Context: an optimization exercise on an open-source flow, tuned for small area. The choices shown serve that exercise and are no tape-out recipe. In this exercise RTL edits were held to simulation tests only and were not proved equivalent to the original. No activity file was given, so power comes from the tool's default toggle rates.

==> job 9108 <==
## jbeat_crc
module jbeat_crc (
  input  wire        clk,
  input  wire        rst,
  input  wire        req_valid,
  input  wire        req_write,
  input  wire [3:0]  req_addr,
  input  wire [31:0] req_wdata,
  output reg         rsp_valid,
  output wire [31:0] rsp_rdata,
  input  wire [31:0] len_src,
  input  wire [31:0] len_tgt,
  input  wire [31:0] len_pat,
  output reg         mem_en,
  output reg         mem_we,
  output reg  [1:0]  mem_sel,
  output wire [29:0] mem_addr,
  output reg  [3:0]  mem_wstrb,
  output wire [31:0] mem_wdata,
  input  wire [31:0] mem_rdata
);
clock: 7.0 ns
lec_check: 0
abc_area: 1
cap_margin: 20
core_margin: 2
core_utilization: 40
cts_cluster_diameter: 80
cts_cluster_size: 30
place_density: 0.6
slew_margin: 20
standard.sh (not shown) runs the stock make flow with config.mk's settings and CLKGATE_MAP_FILE= SYNTH_SCRIPT=/design/flow/synth_recipe.tcl, a recipe that flattens the netlist after the stock synthesis.
==> flow/flow/run.sh <==
#!/bin/bash
# The standard layout (standard.sh) with three changes that do not touch what
# is built or measured:
#  - synthesis maps the logic with an area-oriented ABC script (abc_area.script
#    here, put into a copy of the ORFS scripts folder; the registers are mapped
#    before ABC runs, so they are the standard synthesis's, with their names);
#  - every input and output port is buffered with sky130_fd_sc_hd__buf_1;
#  - CTS builds the tree from sky130_fd_sc_hd__clkbuf_8 with smaller sink
#    clusters and inserts no dummy loads.
# Each tool's output goes to its own log under orfs/logs; make's output goes
# to standard_flow.log here.
set -euo pipefail
here=$(pwd)
rm -rf "$here/scripts"
cp -r "$FLOW_HOME/scripts" "$here/scripts"
cp "$here/flow/abc_area.script" "$here/scripts/abc_area.script"
bash standard.sh finish \
  "SCRIPTS_DIR=$here/scripts" \
  'BUFFER_PORTS_ARGS=-buffer_cell sky130_fd_sc_hd__buf_1' \
  'CTS_ARGS=-sink_clustering_enable -repair_clock_nets -buf_list sky130_fd_sc_hd__clkbuf_8 -sink_clustering_size 16 -sink_clustering_max_diameter 50 -dont_use_dummy_load' \
  > standard_flow.log 2>&1
==> flow/flow/abc_area.script <==
strash
dch
amap
==> job 7303: changes against job 9108 <==
--- a/flow/design.v
+++ b/flow/design.v
@@ -47,12 +47,13 @@
   reg        ok, fault;
   reg [3:0]  cause;
   wire [15:0] status = {cause, fault, ok, size_v, exp_v, sum_v, acc_v};
   reg [2:0]  ph;
   reg [2:0]  st;
   reg [2:0]  sc;                 
+  reg        fin;                
   reg [2:0]  cnt;                
   reg        b3;                 
   reg        mrd;                
   reg [1:0]  lo;                 
   reg        cw, cn;             
   reg        gt_q, lt_q, eq_q, ps_q;
@@ -180,14 +181,15 @@
       3'd2, 3'd3: crc_run_en = (cnt > 3'd0);
       3'd4, 3'd5: crc_run_en = (cnt > 3'd1);
       3'd6, 3'd7: crc_run_en = (cnt > 3'd2);
       default:    crc_run_en = b3;
     endcase
   end
+  wire [2:0] ld_m3 = (ph >= 3'd2) ? sc : sc - 3'd1;
   wire       ld_cy = ({1'b0, ph} >= (4'd8 - {1'b0, lo, 1'b0}));
-  wire [2:0] ld_k  = sc - 3'd1 - {2'd0, ld_cy};
+  wire [2:0] ld_k  = ld_m3 - {2'd0, ld_cy};
   wire       ld_w  = is_ld && (ld_k <= 3'd2);
   wire [1:0] tsel  = is_ld ? lo + 2'd1 : 2'd0;
   wire [3:0] rtap  = r[8*tsel +: 4];
   wire [15:0] cw16  = req_wdata[15:0];
   wire [3:0]  c_op  = cw16[15:12];
   wire [1:0]  c_z   = cw16[11:10];
@@ -228,13 +230,13 @@
     mem_wstrb = wr1 ? (4'hF << lo) : wr2 ? ~(4'hF << lo) : 4'd0;
   end
   wire tchk_fail = ps_now || gt_now;
   wire cchk_fail = (sb == 2'd2 && !nsum[4]) || gt_now;
   wire chk_fail  = |mm_now;
   wire step_end  = (st == S_STEP) && ph7 &&
-                   (is_run ? (cnt == 3'd0) : is_ld ? (sc == ld_m + 3'd1) : 1'b1);
+                   (is_run ? fin : is_ld ? (sc == ld_m) : 1'b1);
   wire step_fail = (is_tchk && tchk_fail) || (is_cchk && cchk_fail) ||
                    (is_chk && chk_fail);
   wire acc_set  = (acc_req && req_write && !faulted_w && req_addr == 4'd0 &&
                    c_legal && c_op == 4'h1) ||
                   (step_end && is_cchk && !cchk_fail);
   wire acc_step = (st == S_BYTE1) || (st == S_BYTE2) || crc_run_en;
@@ -330,15 +332,16 @@
         end
         S_BYTE1: st <= S_BYTE2;
         S_BYTE2: begin st <= S_IDLE; rsp_valid <= 1'b1; end
         S_WAIT: if (ph7) st <= S_STEP;
         S_STEP: begin
           if (is_run && ph0) begin
+            fin <= !(run_full || run_part);
             cnt <= run_full ? 3'd4 : run_part ? {1'b0, nlo} : 3'd0;
           end
-          if (is_ld && ph == 3'd1) sc <= sc + 3'd1;
+          if (ph7) sc <= sc + 3'd1;
           if (step_end) begin
             sc <= 3'd0;
             if (step_fail) begin
               fault <= 1'b1; ok <= 1'b0;
               cause <= is_chk ? (mm_now[0] ? C_MIS_SRC :
                                  mm_now[1] ? C_MIS_SRC + 4'd1 : C_MIS_SRC + 4'd2) :
==> flow/flow/run.sh (replaced) <==
#!/bin/bash
# The standard layout (standard.sh) with three changes that do not touch what
# is built or measured:
#  - synthesis maps the logic with an area-oriented ABC script (abc_area.script
#    here, in a copy of the ORFS scripts folder; the registers are mapped
#    before ABC runs, so they are the standard synthesis's);
#  - every input and output port is buffered with sky130_fd_sc_hd__buf_1;
#  - CTS inserts no dummy loads.
# Each tool's output goes to the ORFS logs under orfs/logs; make's own output
# goes to standard_flow.log here.
set -euo pipefail
here=$(pwd)
rm -rf "$here/scripts"
cp -r "$FLOW_HOME/scripts" "$here/scripts"
cp "$here/flow/abc_area.script" "$here/scripts/abc_area.script"
bash standard.sh finish \
  "SCRIPTS_DIR=$here/scripts" \
  'BUFFER_PORTS_ARGS=-buffer_cell sky130_fd_sc_hd__buf_1' \
  'CTS_ARGS=-sink_clustering_enable -repair_clock_nets -sink_clustering_size 30 -sink_clustering_max_diameter 80 -dont_use_dummy_load' \
  > standard_flow.log 2>&1
==> job 411: changes against job 9108 <==
--- a/flow/design.v
+++ b/flow/design.v
@@ -47,12 +47,13 @@
   reg        ok, fault;
   reg [3:0]  cause;
   wire [15:0] status = {cause, fault, ok, size_v, exp_v, sum_v, acc_v};
   reg [2:0]  ph;
   reg [2:0]  st;
   reg [2:0]  sc;                 
+  reg        fin;                
   reg [2:0]  cnt;                
   reg        b3;                 
   reg        mrd;                
   reg [1:0]  lo;                 
   reg        cw, cn;             
   reg        gt_q, lt_q, eq_q, ps_q;
@@ -180,14 +181,15 @@
       3'd2, 3'd3: crc_run_en = (cnt > 3'd0);
       3'd4, 3'd5: crc_run_en = (cnt > 3'd1);
       3'd6, 3'd7: crc_run_en = (cnt > 3'd2);
       default:    crc_run_en = b3;
     endcase
   end
+  wire [2:0] ld_m3 = (ph >= 3'd2) ? sc : sc - 3'd1;
   wire       ld_cy = ({1'b0, ph} >= (4'd8 - {1'b0, lo, 1'b0}));
-  wire [2:0] ld_k  = sc - 3'd1 - {2'd0, ld_cy};
+  wire [2:0] ld_k  = ld_m3 - {2'd0, ld_cy};
   wire       ld_w  = is_ld && (ld_k <= 3'd2);
   wire [1:0] tsel  = is_ld ? lo + 2'd1 : 2'd0;
   wire [3:0] rtap  = r[8*tsel +: 4];
   wire [15:0] cw16  = req_wdata[15:0];
   wire [3:0]  c_op  = cw16[15:12];
   wire [1:0]  c_z   = cw16[11:10];
@@ -228,13 +230,13 @@
     mem_wstrb = wr1 ? (4'hF << lo) : wr2 ? ~(4'hF << lo) : 4'd0;
   end
   wire tchk_fail = ps_now || gt_now;
   wire cchk_fail = (sb == 2'd2 && !nsum[4]) || gt_now;
   wire chk_fail  = |mm_now;
   wire step_end  = (st == S_STEP) && ph7 &&
-                   (is_run ? (cnt == 3'd0) : is_ld ? (sc == ld_m + 3'd1) : 1'b1);
+                   (is_run ? fin : is_ld ? (sc == ld_m) : 1'b1);
   wire step_fail = (is_tchk && tchk_fail) || (is_cchk && cchk_fail) ||
                    (is_chk && chk_fail);
   wire acc_set  = (acc_req && req_write && !faulted_w && req_addr == 4'd0 &&
                    c_legal && c_op == 4'h1) ||
                   (step_end && is_cchk && !cchk_fail);
   wire acc_step = (st == S_BYTE1) || (st == S_BYTE2) || crc_run_en;
@@ -330,15 +332,16 @@
         end
         S_BYTE1: st <= S_BYTE2;
         S_BYTE2: begin st <= S_IDLE; rsp_valid <= 1'b1; end
         S_WAIT: if (ph7) st <= S_STEP;
         S_STEP: begin
           if (is_run && ph0) begin
+            fin <= !(run_full || run_part);
             cnt <= run_full ? 3'd4 : run_part ? {1'b0, nlo} : 3'd0;
           end
-          if (is_ld && ph == 3'd1) sc <= sc + 3'd1;
+          if (ph7) sc <= sc + 3'd1;
           if (step_end) begin
             sc <= 3'd0;
             if (step_fail) begin
               fault <= 1'b1; ok <= 1'b0;
               cause <= is_chk ? (mm_now[0] ? C_MIS_SRC :
                                  mm_now[1] ? C_MIS_SRC + 4'd1 : C_MIS_SRC + 4'd2) :
==> flow/flow/run.sh (replaced) <==
#!/bin/bash
# The standard layout (standard.sh) with three changes that do not touch what
# is built or measured:
#  - synthesis maps the logic with an area-oriented ABC script (abc_area.script
#    here, in a copy of the ORFS scripts folder; the registers are mapped
#    before ABC runs, so they are the standard synthesis's);
#  - every input and output port is buffered with sky130_fd_sc_hd__buf_1;
#  - CTS inserts no dummy loads.
# Each tool's output goes to the ORFS logs under orfs/logs; make's own output
# goes to standard_flow.log here.
set -euo pipefail
here=$(pwd)
rm -rf "$here/scripts"
cp -r "$FLOW_HOME/scripts" "$here/scripts"
cp "$here/flow/abc_area.script" "$here/scripts/abc_area.script"
bash standard.sh finish \
  "SCRIPTS_DIR=$here/scripts" \
  'BUFFER_PORTS_ARGS=-buffer_cell sky130_fd_sc_hd__buf_1' \
  'CTS_ARGS=-sink_clustering_enable -repair_clock_nets -sink_clustering_size 30 -sink_clustering_max_diameter 80 -dont_use_dummy_load' \
  > standard_flow.log 2>&1
CAP_MARGIN = 0   (was 20)
SLEW_MARGIN = 0   (was 20)
==> job 9745: changes against job 9108 <==
--- a/flow/design.v
+++ b/flow/design.v
@@ -47,12 +47,13 @@
   reg        ok, fault;
   reg [3:0]  cause;
   wire [15:0] status = {cause, fault, ok, size_v, exp_v, sum_v, acc_v};
   reg [2:0]  ph;
   reg [2:0]  st;
   reg [2:0]  sc;                 
+  reg        fin;                
   reg [2:0]  cnt;                
   reg        b3;                 
   reg        mrd;                
   reg [1:0]  lo;                 
   reg        cw, cn;             
   reg        gt_q, lt_q, eq_q, ps_q;
@@ -180,14 +181,15 @@
       3'd2, 3'd3: crc_run_en = (cnt > 3'd0);
       3'd4, 3'd5: crc_run_en = (cnt > 3'd1);
       3'd6, 3'd7: crc_run_en = (cnt > 3'd2);
       default:    crc_run_en = b3;
     endcase
   end
+  wire [2:0] ld_m3 = (ph >= 3'd2) ? sc : sc - 3'd1;
   wire       ld_cy = ({1'b0, ph} >= (4'd8 - {1'b0, lo, 1'b0}));
-  wire [2:0] ld_k  = sc - 3'd1 - {2'd0, ld_cy};
+  wire [2:0] ld_k  = ld_m3 - {2'd0, ld_cy};
   wire       ld_w  = is_ld && (ld_k <= 3'd2);
   wire [1:0] tsel  = is_ld ? lo + 2'd1 : 2'd0;
   wire [3:0] rtap  = r[8*tsel +: 4];
   wire [15:0] cw16  = req_wdata[15:0];
   wire [3:0]  c_op  = cw16[15:12];
   wire [1:0]  c_z   = cw16[11:10];
@@ -228,13 +230,13 @@
     mem_wstrb = wr1 ? (4'hF << lo) : wr2 ? ~(4'hF << lo) : 4'd0;
   end
   wire tchk_fail = ps_now || gt_now;
   wire cchk_fail = (sb == 2'd2 && !nsum[4]) || gt_now;
   wire chk_fail  = |mm_now;
   wire step_end  = (st == S_STEP) && ph7 &&
-                   (is_run ? (cnt == 3'd0) : is_ld ? (sc == ld_m + 3'd1) : 1'b1);
+                   (is_run ? fin : is_ld ? (sc == ld_m) : 1'b1);
   wire step_fail = (is_tchk && tchk_fail) || (is_cchk && cchk_fail) ||
                    (is_chk && chk_fail);
   wire acc_set  = (acc_req && req_write && !faulted_w && req_addr == 4'd0 &&
                    c_legal && c_op == 4'h1) ||
                   (step_end && is_cchk && !cchk_fail);
   wire acc_step = (st == S_BYTE1) || (st == S_BYTE2) || crc_run_en;
@@ -330,15 +332,16 @@
         end
         S_BYTE1: st <= S_BYTE2;
         S_BYTE2: begin st <= S_IDLE; rsp_valid <= 1'b1; end
         S_WAIT: if (ph7) st <= S_STEP;
         S_STEP: begin
           if (is_run && ph0) begin
+            fin <= !(run_full || run_part);
             cnt <= run_full ? 3'd4 : run_part ? {1'b0, nlo} : 3'd0;
           end
-          if (is_ld && ph == 3'd1) sc <= sc + 3'd1;
+          if (ph7) sc <= sc + 3'd1;
           if (step_end) begin
             sc <= 3'd0;
             if (step_fail) begin
               fault <= 1'b1; ok <= 1'b0;
               cause <= is_chk ? (mm_now[0] ? C_MIS_SRC :
                                  mm_now[1] ? C_MIS_SRC + 4'd1 : C_MIS_SRC + 4'd2) :
==> flow/run.sh (new file) <==
#!/bin/bash
# synth_recipe.tcl (not shown) runs the flow's synth.tcl, then flattens the netlist and writes it again
# the make line also repeats each setting of config.mk as NAME=value (left out here)
make -C /OpenROAD-flow-scripts/flow DESIGN_CONFIG=/design/flow/config.mk WORK_HOME=/design/flow/orfs CLKGATE_MAP_FILE= SYNTH_SCRIPT=/design/flow/synth_recipe.tcl finish
removed: flow/flow/run.sh
removed: flow/flow/abc_area.script
removed: flow/standard.sh
==> results.txt <==
Of job 9108 and job 9745, job 9745 has the higher via count (gap about 12%, measured against job 9745). Against job 9108, the core utilization of job 411 is lower by 0.52 points. Between job 9745 and job 9108, the lower clock power is in job 9108 (gap 30%, measured against job 9108). Between job 9108 and job 9745, the lower maximum frequency is in job 9108 (gap about 9%, measured against job 9745).
==> figures <==
|  | job 411 | job 9745 | job 9108 | job 7303 |
|---|---|---|---|---|
| Crit path to | sum_v[1] | ty_q[0] | sb[0] | sum_v[1] |
| Outcome | complete, no violations | complete, no violations | complete, no violations | complete, no violations |
| Global-route wire length before repair | 66900 um | 76900 um | 65400 um | 66900 um |
| GR met2 Demand/Resource | 35.0% | 36.4% | 32.2% | 35.0% |
| Comb power | 1.81 mW | 2.12 mW | 1.88 mW | 1.81 mW |
| Core area | 38600 sq um | 42100 sq um | 37800 sq um | 38600 sq um |
| Synthesis-to-finish area growth | 12.4% | 20.9% | 12.7% | 12.4% |
| P_seq | 3.30 mW | 3.17 mW | 3.35 mW | 3.30 mW |
| All-layer global routing usage | 21.1% | 22.2% | 20.6% | 21.1% |
| Worst-case hold path end point | sz2[26] | ex0[20] | w[24] | sz2[26] |

========
==> trial 25: inputs <==
jbeat_crc, a different RTL version from the one above (not shown whole).
make LEC_CHECK=0 ABC_AREA=1 ABC_CLOCK_PERIOD_IN_PS=7000 CAP_MARGIN=20 CORE_MARGIN=2 CORE_UTILIZATION=40 CTS_BUF_LIST=sky130_fd_sc_hd__clkbuf_4 PLACE_DENSITY=0.6 SLEW_MARGIN=20 finish   # period 7.0 ns
run.sh (not shown) runs the stock make flow with config.mk's settings and CLKGATE_MAP_FILE= SYNTH_SCRIPT=/design/flow/synth_recipe.tcl, a recipe that flattens the netlist after the stock synthesis.
Stock flow here: none of the scripts above is used.
==> build 5 (differences from trial 25) <==
Settings changed: ABC_CLOCK_PERIOD_IN_PS 7000 to default, CTS_BUF_LIST sky130_fd_sc_hd__clkbuf_4 to default.
==> comparison <==
In sequential power, trial 25 and build 5 hardly differ.
In combinational power, build 5 and trial 25 hardly differ.
Of build 5 and trial 25, build 5 has the higher cell area (gap 0.76%, measured against trial 25).
Critical path depth is the same in build 5 and trial 25.

========
==> trial 24: inputs <==
jbeat_crc with an RTL version that a note above also has.
==> flow/config.mk <==
export PLATFORM = sky130hd
export DESIGN_NAME = jbeat_crc
export DESIGN_NICKNAME = jbeat_crc
export VERILOG_FILES = /design/flow/design.v
export SDC_FILE = /design/flow/constraint.sdc
export NUM_CORES = 4
export LEC_CHECK = 0
export ABC_AREA = 1
export CAP_MARGIN = 20
export CORE_MARGIN = 2
export CORE_UTILIZATION = 40
export CTS_CLUSTER_DIAMETER = 80
export CTS_CLUSTER_SIZE = 30
export PLACE_DENSITY = 0.6
export SLEW_MARGIN = 20
==> flow/constraint.sdc <==
create_clock -name core_clock -period 7.0 [get_ports {clk}]
set_input_delay 1.4000 -clock core_clock [delete_from_list [all_inputs] [get_ports {clk}]]
set_output_delay 1.4000 -clock core_clock [all_outputs]
set_load 0.01 [all_outputs]
standard.sh (not shown) runs the stock make flow with config.mk's settings and CLKGATE_MAP_FILE= SYNTH_SCRIPT=/design/flow/synth_recipe.tcl, a recipe that flattens the netlist after the stock synthesis.
==> flow/flow/run.sh <==
#!/bin/bash
# The standard layout (standard.sh) with three changes that do not touch what
# is built or measured:
#  - synthesis maps the logic with an area-oriented ABC script (abc_area.script
#    here, in a copy of the ORFS scripts folder; the registers are mapped
#    before ABC runs, so they are the standard synthesis's);
#  - every input and output port is buffered with sky130_fd_sc_hd__buf_1;
#  - CTS inserts no dummy loads.
# Each tool's output goes to the ORFS logs under orfs/logs; make's own output
# goes to standard_flow.log here.
set -euo pipefail
here=$(pwd)
rm -rf "$here/scripts"
cp -r "$FLOW_HOME/scripts" "$here/scripts"
cp "$here/flow/abc_area.script" "$here/scripts/abc_area.script"
bash standard.sh finish \
  "SCRIPTS_DIR=$here/scripts" \
  'BUFFER_PORTS_ARGS=-buffer_cell sky130_fd_sc_hd__buf_1' \
  'CTS_ARGS=-sink_clustering_enable -repair_clock_nets -buf_list sky130_fd_sc_hd__clkbuf_8 -sink_clustering_size 20 -sink_clustering_max_diameter 60 -dont_use_dummy_load' \
  > standard_flow.log 2>&1
==> flow/flow/abc_area.script <==
strash
dch
amap
==> inputs of build 58, as changes to trial 24 <==
--- a/flow/design.v
+++ b/flow/design.v
@@ -48,10 +48,11 @@
   reg [3:0]  cause;
   wire [15:0] status = {cause, fault, ok, size_v, exp_v, sum_v, acc_v};
   reg [2:0]  ph;
   reg [2:0]  st;
   reg [2:0]  sc;                 
+  reg        fin;                
   reg [2:0]  cnt;                
   reg        b3;                 
   reg        mrd;                
   reg [1:0]  lo;                 
   reg        cw, cn;             
@@ -181,12 +182,13 @@
       3'd4, 3'd5: crc_run_en = (cnt > 3'd1);
       3'd6, 3'd7: crc_run_en = (cnt > 3'd2);
       default:    crc_run_en = b3;
     endcase
   end
+  wire [2:0] ld_m3 = (ph >= 3'd2) ? sc : sc - 3'd1;
   wire       ld_cy = ({1'b0, ph} >= (4'd8 - {1'b0, lo, 1'b0}));
-  wire [2:0] ld_k  = sc - 3'd1 - {2'd0, ld_cy};
+  wire [2:0] ld_k  = ld_m3 - {2'd0, ld_cy};
   wire       ld_w  = is_ld && (ld_k <= 3'd2);
   wire [1:0] tsel  = is_ld ? lo + 2'd1 : 2'd0;
   wire [3:0] rtap  = r[8*tsel +: 4];
   wire [15:0] cw16  = req_wdata[15:0];
   wire [3:0]  c_op  = cw16[15:12];
@@ -229,11 +231,11 @@
   end
   wire tchk_fail = ps_now || gt_now;
   wire cchk_fail = (sb == 2'd2 && !nsum[4]) || gt_now;
   wire chk_fail  = |mm_now;
   wire step_end  = (st == S_STEP) && ph7 &&
-                   (is_run ? (cnt == 3'd0) : is_ld ? (sc == ld_m + 3'd1) : 1'b1);
+                   (is_run ? fin : is_ld ? (sc == ld_m) : 1'b1);
   wire step_fail = (is_tchk && tchk_fail) || (is_cchk && cchk_fail) ||
                    (is_chk && chk_fail);
   wire acc_set  = (acc_req && req_write && !faulted_w && req_addr == 4'd0 &&
                    c_legal && c_op == 4'h1) ||
                   (step_end && is_cchk && !cchk_fail);
@@ -331,13 +333,14 @@
         S_BYTE1: st <= S_BYTE2;
         S_BYTE2: begin st <= S_IDLE; rsp_valid <= 1'b1; end
         S_WAIT: if (ph7) st <= S_STEP;
         S_STEP: begin
           if (is_run && ph0) begin
+            fin <= !(run_full || run_part);
             cnt <= run_full ? 3'd4 : run_part ? {1'b0, nlo} : 3'd0;
           end
-          if (is_ld && ph == 3'd1) sc <= sc + 3'd1;
+          if (ph7) sc <= sc + 3'd1;
           if (step_end) begin
             sc <= 3'd0;
             if (step_fail) begin
               fault <= 1'b1; ok <= 1'b0;
               cause <= is_chk ? (mm_now[0] ? C_MIS_SRC :
--- a/flow/flow/run.sh
+++ b/flow/flow/run.sh
@@ -14,7 +14,7 @@
 cp -r "$FLOW_HOME/scripts" "$here/scripts"
 cp "$here/flow/abc_area.script" "$here/scripts/abc_area.script"
 bash standard.sh finish \
   "SCRIPTS_DIR=$here/scripts" \
   'BUFFER_PORTS_ARGS=-buffer_cell sky130_fd_sc_hd__buf_1' \
-  'CTS_ARGS=-sink_clustering_enable -repair_clock_nets -buf_list sky130_fd_sc_hd__clkbuf_8 -sink_clustering_size 20 -sink_clustering_max_diameter 60 -dont_use_dummy_load' \
+  'CTS_ARGS=-sink_clustering_enable -repair_clock_nets -sink_clustering_size 40 -sink_clustering_max_diameter 70 -dont_use_dummy_load' \
   > standard_flow.log 2>&1
==> inputs of build 93, as changes to trial 24 <==
--- a/flow/flow/run.sh
+++ b/flow/flow/run.sh
@@ -14,7 +14,7 @@
 cp -r "$FLOW_HOME/scripts" "$here/scripts"
 cp "$here/flow/abc_area.script" "$here/scripts/abc_area.script"
 bash standard.sh finish \
   "SCRIPTS_DIR=$here/scripts" \
   'BUFFER_PORTS_ARGS=-buffer_cell sky130_fd_sc_hd__buf_1' \
-  'CTS_ARGS=-sink_clustering_enable -repair_clock_nets -buf_list sky130_fd_sc_hd__clkbuf_8 -sink_clustering_size 20 -sink_clustering_max_diameter 60 -dont_use_dummy_load' \
+  'CTS_ARGS=-sink_clustering_enable -repair_clock_nets -sink_clustering_size 30 -sink_clustering_max_diameter 80 -dont_use_dummy_load' \
   > standard_flow.log 2>&1
==> comparison table <==
                                                                        trial 24                    build 58                    build 93
Post-synthesis average cell area                                      9.90 sq um                  9.88 sq um                  9.90 sq um
Sequential standard cell area                                      0.00918 sq mm               0.00921 sq mm               0.00918 sq mm
Non-filler instance count after layout                                      2329                        2341                        2318
Worst flop-to-flop path endpoint                                 sb[1]$_DFFE_PP_       sum_v[1]$_SDFFE_PP0P_             sb[1]$_DFFE_PP_
Min cycle time layout                                                    6400 ps                     6320 ps                     6350 ps
CTS Root Cell                                          sky130_fd_sc_hd__clkbuf_8  sky130_fd_sc_hd__clkbuf_16  sky130_fd_sc_hd__clkbuf_16
DP Cell Count                                                               2298                        2319                        2298
Total number of cells along the worst setup path                              27                          23                          27
Post-synth design cell area                                         0.0154 sq mm                0.0156 sq mm                0.0154 sq mm
Power dissipated in the clock network                                    1.12 mW                     1.30 mW                     1.23 mW
Met1 global-route usage                                                    0.302                       0.282                       0.301
Post-route worst hold slack                                               279 ps                      267 ps                      309 ps
Share of total power in the clock network                                  0.176                       0.203                       0.190
Flop+latch power                                                         3.35 mW                     3.30 mW                     3.35 mW
Proportion of total power due to net switching                             0.357                       0.348                       0.350
Transition time at the pin with the least slew margin                     894 ps                      798 ps                      910 ps
Crit path setup slack, layout                                             600 ps                      684 ps                      655 ps
Status                                                            finished clean              finished clean              finished clean
Power Total                                                              6.34 mW                     6.40 mW                     6.46 mW
Highest cell delay on the worst timing path                               700 ps                      790 ps                      700 ps

==> static timing again, ports no longer ideal <==
No port has a modelled driver above. Below, the same layouts with a new extraction and two added sets of constraints. Step 1 (the two cells are an assumption about what drives the block):
set clk [get_ports {clk}]
set_driving_cell -lib_cell sky130_fd_sc_hd__clkbuf_16 $clk
set_driving_cell -lib_cell sky130_fd_sc_hd__buf_2 [delete_from_list [all_inputs] $clk]
Step 2 adds t to the input delays and takes it off the output delays; t is the mean of the earliest and latest rising clock arrival at the registers after step 1. Input paths then give back, and output paths get back, about the clock's delay inside the block. Three values: ideal ports, drivers, drivers and shift; two values: the first two.
run | shift t [ns] | slack for setup (ns) | worst data-port slew with drivers (ns)
job 9108 | 0.601 | 0.664 / 0.664 / 0.664 | 0.06
job 7303 | 0.586 | 0.726 / 0.726 / 0.726 | 0.07
job 411 | 0.586 | 0.726 / 0.726 / 0.726 | 0.07
job 9745 | 0.619 | 1.238 / 1.238 / 1.238 | 0.07
trial 25 | 0.837 | 0.581 / 0.581 / 0.581 | 0.10
build 5 | 0.641 | 0.568 / 0.568 / 0.568 | 0.10
trial 24 | 0.644 | 0.600 / 0.600 / 0.600 | 0.06
build 58 | 0.597 | 0.684 / 0.684 / 0.684 | 0.08
build 93 | 0.576 | 0.655 / 0.655 / 0.655 | 0.06
After both steps setup and hold are still met in every run listed.
